Source: an optimization exercise on an open RTL-to-GDS flow (aim: small area, a short achievable clock period and few clock cycles). Production flows keep margins and buffers that such runs may drop.
In this exercise RTL edits were held to simulation tests only and were not proved equivalent to the original.
Power figures rest on the tool's default switching activity, not on a simulated workload.

==> build 68 <==
Design onc_pp, start of the top module:
module onc_pp (
    input  wire        clk,
    input  wire        rst,
    input  wire        bus_en,
    input  wire        bus_we,
    input  wire [11:0] bus_addr,
    input  wire [7:0]  bus_wdata,
    output reg  [7:0]  bus_rdata,
    output wire        irq
);
export LEC_CHECK = 0
export CAP_MARGIN = 20
export CORE_MARGIN = 2
export CORE_UTILIZATION = 40
export PLACE_DENSITY = 0.6
export SETUP_SLACK_MARGIN = 5
export SLEW_MARGIN = 20
create_clock -name core_clock -period 10.0 [get_ports {clk}]
run.sh (not shown) runs the stock make flow with config.mk's settings and CLKGATE_MAP_FILE= SYNTH_SCRIPT=/design/flow/synth_recipe.tcl, a recipe that flattens the netlist after the stock synthesis.
==> inputs of build 94, as changes to build 68 <==
--- a/flow/design.v
+++ b/flow/design.v
@@ -136,15 +136,10 @@
     reg  [2:0] state;
     reg  [2:0] w;              
     reg  [1:0] kidx;           
     reg  [7:0] crc;            
     reg  [7:0] ks;             
-    reg        cmp_v;          
-    reg  [1:0] kq;             
-    reg  [7:0] lhs_q;          
-    reg  [7:0] k0q;            
-    reg        lastq;          
     localparam [3:0] T_NONE = 4'd0, T_H0 = 4'd1, T_H1 = 4'd2, T_DF = 4'd3, T_DM = 4'd4,
                      T_DL = 4'd5, T_KA1 = 4'd6, T_KS = 4'd7, T_KL = 4'd8;
     reg  [3:0] tmode;
     reg [63:0] cl_q;
     reg  [7:0] k0_2;           
@@ -255,13 +250,15 @@
     end
     wire [7:0] tree = crc_l8((pmode != P_NONE) ? pl : cl_q);
     wire [7:0] k_lhs_s = tree ^ k0_2;                         
     wire [7:0] k_lhs_l = kpost({adv8(ks) ^ tree, k0_2});      
     wire [7:0] k_t     = crc ^ e_cr ^ pld_v[7:0] ^ e_r;        
-    wire       k_match = (lhs_q == k_t);
+    wire       k_tk    = (tmode == T_KS) || (tmode == T_KL);    
+    wire [7:0] k_lhs   = (tmode == T_KS) ? k_lhs_s : k_lhs_l;
+    wire       k_match = (k_lhs == k_t);
     wire       k_issue = (state == S_KB) || (state == S_KA && e_small);
-    wire        e_x = (state == S_X);
+    wire        e_x  = (state == S_X);
     generate
         for (gi = 0; gi < 33; gi = gi + 1) begin : g_pld
             reg [7:0] b;
             wire in_ct = (gi < 8) || (gi < 32 && !e_small);
             wire we = (p_d && wq == 3'd2 + gi / 6 && (gi < 9 || !e_small)) ||
@@ -279,11 +276,11 @@
         if (rst) begin
             cmd_r <= 8'h00; busy <= 1'b0; done <= 1'b0; err <= 1'b0; busy_wr <= 1'b0;
             err_code <= 3'd0; irq_en <= 1'b0; pkt_len <= 8'h00;
             key_count <= 3'd0; inv_key_count <= 3'd0; in_valid_digits <= 1'b1;
             r_ab <= 1'b0; r_dig <= 1'b0;
-            state <= S_IDLE; cmp_v <= 1'b0; tmode <= T_NONE; pmode <= P_NONE;
+            state <= S_IDLE; tmode <= T_NONE; pmode <= P_NONE;
         end else begin
             completing = 1'b0;
             fin = 1'b0;
             fin_code = 3'd0;
             if (idle_wr) begin
@@ -296,11 +293,11 @@
                     done     <= 1'b0;
                     err      <= 1'b0;
                     err_code <= 3'd0;
                     busy     <= 1'b1;
                     if (bus_wdata == OP_PKT_PROC) begin
-                        state    <= S_H0;
+                        state    <= S_H1;
                         end_code <= 3'd0;
                     end else begin
                         state    <= S_END;
                         end_code <= (bus_wdata == OP_NOP) ? 3'd0 : 3'd1;
                     end
@@ -310,22 +307,10 @@
                 irq_en <= bus_wdata[0];
             if (host_wr && busy && !a_status && !a_ctrl)
                 busy_wr <= 1'b1;
             case (state)
                 S_IDLE: ;
-                S_H0: begin
-                    if (pkt_len == 8'd0 || !in_valid_digits || pkt_len < 8'd16) begin
-                        r_ab  <= 1'b1;
-                        r_dig <= 1'b0;
-                        fin = 1'b1;
-                        fin_code = (pkt_len != 8'd0 && !in_valid_digits) ? 3'd6 : 3'd7;
-                    end else begin
-                        r_ab  <= 1'b0;
-                        r_dig <= 1'b1;
-                        state <= S_H1;
-                    end
-                end
                 S_H1: begin
                     r_pid       <= h_pid[7:0];
                     r_ferr[5]   <= h_pidbad;
                     r_ferr[6]   <= h_kv & h_lok & h_mh & ~h_hopsym[6];
                     r_ferr[7]   <= h_kv & h_lok & ~h_pvalid;
@@ -335,15 +320,23 @@
                     r_acc   <= 1'b0;
                     if (h_kv & h_lok & h_pvalid)
                         state <= S_D;
                     else
                         state <= S_END;      
+                    if (pkt_len == 8'd0 || !in_valid_digits || pkt_len < 8'd16) begin
+                        r_ab  <= 1'b1;
+                        r_dig <= 1'b0;
+                        fin = 1'b1;
+                        fin_code = (pkt_len != 8'd0 && !in_valid_digits) ? 3'd6 : 3'd7;
+                    end else begin
+                        r_ab  <= 1'b0;
+                        r_dig <= 1'b1;
+                    end
                 end
                 S_D: begin
                     if (d_last) begin
                         kidx  <= 2'd0;
-                        cmp_v <= 1'b0;
                         if (e_ringn == 3'd0)
                             state <= S_END;
                         else
                             state <= S_KA;
                     end
@@ -355,11 +348,11 @@
                 S_KB: ;
                 S_X: begin
                     fin = 1'b1;
                 end
                 S_END: begin
-                    if (!cmp_v && tmode != T_KA1 && tmode != T_KS && tmode != T_KL) begin
+                    if (tmode != T_KA1 && !k_tk) begin
                         fin = 1'b1;
                         fin_code = end_code;
                     end
                 end
                 default: ;
@@ -379,54 +372,40 @@
                 r_src        <= {wd[47-6*(4) -: 6], wd[47-6*(5) -: 6]};
                 r_ferr[3]    <= r_ferr[3] | ~(&wv[3:0]);
                 r_ferr[4]    <= ~(wv[4] & wv[5]);
                 r_hcalc      <= adv8(crc) ^ tree;
             end
-            pmode <= (state == S_H0) ? P_H0 :
+            pmode <= (idle_wr && a_cmd && bus_wdata == OP_PKT_PROC) ? P_H0 :
                      (state == S_H1) ? P_H1 :
                      (state == S_D)  ? (d_first ? P_DF : (d_last ? P_DL : P_DM)) : P_NONE;
-            cmp_v <= 1'b0;
-            case (tmode)
-                T_KS, T_KL: begin
-                    lhs_q <= (tmode == T_KS) ? k_lhs_s : k_lhs_l;
-                    k0q   <= k0_2;
-                    kq    <= kq2;
-                    lastq <= last2;
-                    cmp_v <= 1'b1;
-                end
-                default: ;
-            endcase
             tmode <= cmode;
-            cl_q  <= cl;
             if (k_issue) begin
                 k0_2  <= kw[8*(0) +: 8];
                 kq2   <= kidx;
                 last2 <= e_lastk;
                 kidx  <= kidx + 2'd1;
                 state <= e_lastk ? S_END : S_KA;
             end
-            if (cmp_v && state != S_X) begin
-                r_kt    <= {1'b0, kq} + 3'd1;
-                r_prx   <= pld_v[7:0] ^ k0q ^ e_r;
-                r_pcalc <= crc ^ e_cr ^ lhs_q ^ k0q;
+            if (k_tk) begin
+                r_kt    <= {1'b0, kq2} + 3'd1;
+                r_prx   <= pld_v[7:0] ^ k0_2 ^ e_r;
+                r_pcalc <= crc ^ e_cr ^ k_lhs ^ k0_2;
                 if (k_match) begin
                     r_acc <= 1'b1;
-                    kidx  <= kq;
-                    cmp_v <= 1'b0;
+                    kidx  <= kq2;
                     tmode <= T_NONE;
                     state <= S_X;
-                end else if (lastq) begin
+                end else if (last2) begin
                     fin = 1'b1;
                 end
             end
             if (fin) begin
                 completing = 1'b1;
                 err_code <= fin_code;
                 err      <= (fin_code != 3'd0);
                 busy     <= 1'b0;
                 state    <= S_IDLE;
-                cmp_v    <= 1'b0;
                 tmode    <= T_NONE;
                 pmode    <= P_NONE;
             end
             if (host_wr && a_status) begin
                 if (bus_wdata[1]) done <= 1'b0; else if (completing) done <= 1'b1;
@@ -437,15 +416,16 @@
             end
         end
     end
     always @(posedge clk) begin
         if (idle_wr && a_cmd)
-            w <= 3'd0;
+            w <= 3'd1;
         else if (state == S_H0 || state == S_H1 || state == S_D)
             w <= w + 3'd1;
         pw_q <= pw;
         wq   <= w;
+        cl_q <= cl;
         case (pmode)
             P_H0, P_DF: crc <= tree;
             P_DM:       crc <= adv6(crc) ^ tree;
             P_DL:       crc <= adv2(crc) ^ tree;
             default: ;
--- a/flow/config.mk
+++ b/flow/config.mk
@@ -6,8 +6,11 @@
 export NUM_CORES = 4
 export LEC_CHECK = 0
 export CAP_MARGIN = 20
 export CORE_MARGIN = 2
 export CORE_UTILIZATION = 40
+export CTS_BUF_LIST = sky130_fd_sc_hd__clkbuf_16
+export CTS_CLUSTER_DIAMETER = 100
+export CTS_CLUSTER_SIZE = 24
 export PLACE_DENSITY = 0.6
 export SETUP_SLACK_MARGIN = 5
 export SLEW_MARGIN = 20
==> comparison table <==
metric	build 68	build 94
Via-per-instance ratio	6.59	6.42
Number of synthesized register bits	2164	2144
Multi-input logic area	36200 sq um	35500 sq um
Top achievable clock speed	193 MHz	190 MHz
Clock buf count	275	102
Synthesized Nets	7639	6324
Post-route cell area	114000 sq um	110000 sq um
Critical Path Source	bus_addr[6]	pmode[1]$_SDFF_PP0_
# diodes	12	10
First DRT Iteration DRCs	13207	9597
Layout cells sized above 1	0.151	0.230
Run status	complete, no violations	complete, no violations
End of the worst hold path	lastq$_DFFE_PP_	wq[1]$_DFF_P_
Layout Area Growth over Synthesis	13.0%	12.3%
Final setup margin	4.81 ns	4.74 ns
Worst setup SP type	input pin	flop
Tcrit/Tclk final	0.519	0.526
Compound-cell area share of the yosys netlist	0.103	0.0765
Antenna violations before repair	43	17
Internal portion of total power	18.7 mW	12.2 mW
Number of fillers in the final layout	22378	21174
Met3 track demand over resource in global routing	0.0997	0.0513
Testbench counts of build 68, summed over its fixed seeds: cycles 44,932.
Testbench counts of build 94, summed over its fixed seeds: cycles 44,210.

## static timing again, ports no longer ideal
How much do the figures lean on ideal ports? The routed layouts below were timed once more, with nothing changed but the port constraints.
Step 1 (the two cells are an assumption about what drives the block):
set clk [get_ports {clk}]
set_driving_cell -lib_cell sky130_fd_sc_hd__clkbuf_16 $clk
set_driving_cell -lib_cell sky130_fd_sc_hd__buf_2 [delete_from_list [all_inputs] $clk]
Step 2 times the ports against the registers' clock, not the clock port: input delays grow and output delays shrink by t, the midpoint of the rising clock arrivals with the driver on.
Slacks: ideal / step 1 / step 2; pairs: ideal / step 1.
run	t, ns	setup slack, ns	hold WS [ns]	worst setup path after step 2	worst data-port slew with drivers (ns)
build 68	0.960	4.810 / 4.864 / 3.904	0.420 / 0.420 / 0.420	input to register	0.18
build 94	0.911	4.739 / 4.739 / 3.977	0.455 / 0.455 / 0.455	input to register	0.09
After both steps every run listed still meets setup and hold. For build 68, which loses most, drivers alone change the setup slack by +0.054 ns; drivers and shift together by -0.906 ns.
